From an optimization exercise on the open Yosys and OpenROAD flow, aimed at small area, a short achievable clock period and few clock cycles per item; shortcuts taken in it are not production practice. The RTL was checked by simulation tests, not by an equivalence proof against the original design.

Design shse_smoother, start of the top module:
module shse_smoother (
    input             clk,
    input             rst,
    input             in_valid,
    output            in_ready,
    input      [1:0]  in_op,
    input      [4:0]  in_band,
    input      [31:0] in_data,
    output reg        out_valid,
    output reg [31:0] out_data
);
    localparam OP_STEP     = 2'd0;
    localparam OP_READ     = 2'd1;
    localparam OP_SETALPHA = 2'd2;
    localparam OP_SEED     = 2'd3;
    localparam [31:0] OMA_RESET = 32'h3E4CCCCC;   
    localparam [23:0] ALPHA_M_RESET = 24'hCCCCCD;
    localparam [9:0]  ALPHA_X_RESET = 10'd126;
    reg rst_q;
    always @(posedge clk) rst_q <= rst;
    reg [4:0] ph;
    always @(posedge clk) ph <= rst_q ? 5'd0 : ph + 5'd1;
    reg        rdy;        
    reg        busy_o;     
    reg        s_v;
    reg [3:0]  s_op;       
    reg [4:0]  s_band;
    reg [31:0] s_data;
    reg [2:0]  s_cnt;      
    wire is_step  = s_op[0];
    wire is_read  = s_op[1];
    wire is_setal = s_op[2];
    wire is_seed  = s_op[3];
    reg        r1_v, r1_wb, r1_seed, r1_setal, r1_pass, r1_zsgn;
    reg [1:0]  r1_tap;
    reg        r1_s1, r1_s2, r1_st1, r1_st2;
    reg [10:0] r1_e1, r1_e2;
    reg [27:0] r1_t1, r1_t2;
    reg        r2_v, r2_wb, r2_seed, r2_setal, r2_pass, r2_zsgn;
    reg [1:0]  r2_tap;
    reg [23:0] r2_mg;
    reg [26:0] r2_al;
    reg [7:0]  r2_xg;
    reg        r2_sgn, r2_sub;
    reg [23:0] a_m;
    reg [9:0]  a_x;
    reg [31:0] oma;
    wire a_busy = ~a_m[23] & (|a_m);      
    wire [1023:0] ring;                   
    wire [31:0] tap0 = ring[32*0  +: 32];
    wire [31:0] tap1 = ring[32*8  +: 32];
    wire [31:0] tap2 = ring[32*16 +: 32];
    wire [31:0] tap3 = ring[32*24 +: 32];
    wire       leave = s_v & rdy;
    wire [1:0] tap   = ph[4:3] - s_band[4:3];
    wire       fire  = is_seed ? (s_v & (s_cnt == 3'd0)) : leave;
    assign in_ready = ~busy_o;
    wire accept = in_valid & rdy;
    wire [2:0] ph_n    = rst_q ? 3'd0 : ph[2:0] + 3'd1;
    wire       ld_a    = s_v & is_setal & rdy;             
    wire       busy_n  = ld_a ? (~d_n & (|s_data[22:0])) : (a_busy & ~a_m[22]);
    wire       blk_n   = (s_v & is_setal) | r1_setal | busy_n;
    wire [3:0] in_op1  = {in_op == OP_SEED, in_op == OP_SETALPHA, in_op == OP_READ, in_op == OP_STEP};
  ...
export LEC_CHECK = 0
export ABC_AREA = 1
export CAP_MARGIN = 10
export CORE_MARGIN = 2
export CORE_UTILIZATION = 65
export CTS_CLUSTER_DIAMETER = 70
export CTS_CLUSTER_SIZE = 25
export SETUP_SLACK_MARGIN = 2
export SLEW_MARGIN = 10
create_clock -name core_clock -period 60.0 [get_ports {clk}]
standard.sh (not shown) runs the stock make flow with config.mk's settings and CLKGATE_MAP_FILE= SYNTH_SCRIPT=/design/flow/synth_recipe.tcl, a recipe that flattens the netlist after the stock synthesis.
==> flow/flow/run.sh <==
#!/bin/bash
# Standard layout (standard.sh, unchanged synthesis), with the port buffers
# made from buf_2 cells instead of the default pick. Each tool's output goes
# to ORFS's own logs; make's output goes to standard.log here.
export BUFFER_PORTS_ARGS="-buffer_cell sky130_fd_sc_hd__buf_2"
bash standard.sh > standard.log 2>&1
Testbench counts at the start, summed over its fixed seeds: cycles 7,184, items 7,072.
Change:
==> flow/run.sh (new file) <==
#!/bin/bash
# synth_recipe.tcl (not shown) runs the flow's synth.tcl, then flattens the netlist and writes it again
# the make line also repeats each setting of config.mk as NAME=value (left out here)
make -C /OpenROAD-flow-scripts/flow DESIGN_CONFIG=/design/flow/config.mk WORK_HOME=/design/flow/orfs CLKGATE_MAP_FILE= SYNTH_SCRIPT=/design/flow/synth_recipe.tcl finish
Settings changed: CAP_MARGIN 10 to 20, CORE_UTILIZATION 65 to 55, CTS_CLUSTER_DIAMETER 70 to 80, CTS_CLUSTER_SIZE 25 to 30, SLEW_MARGIN 10 to 20.
removed: flow/flow/run.sh
removed: flow/standard.sh
Result:
- The changed run finished with timing, DRC and antenna clean
- sequential share of layout area goes down by 0.38 points
- design area went up slightly
- clock skew drops by 0.0045 ns
- final cell count came out higher by a few percent
- routed wire length goes up by a few percent
- global-route usage drops by 5.0 points
- count of clock-buffer cells in the layout falls by 8
- utilization goes down by 10 points
- synthesized area stays the same

## afterwards: timing with drivers on the ports
Ports are ideal in the flow. The routed layouts listed here were re-timed in OpenROAD. Step 1: set_driving_cell puts a clkbuf_16 on clk and a buf_2 on each other input, an assumption about the parent block. Step 2, shift: input delay + t, output delay - t, t = (earliest + latest rising clock arrival at the registers) / 2. This alone moves slack from input paths to output paths. Three values: no drivers, after step 1, after step 2; two values: the first two.
| run | t (ns) | setup slack, ns | worst slew at a driven data input, ns |
|---|---|---|---|
| the first run | 0.758 | 46.744 / 46.661 / 47.092 | 0.04 |
| the second run | 0.791 | 46.351 / 46.261 / 46.715 | 0.04 |
After both steps every run listed still meets setup and hold.
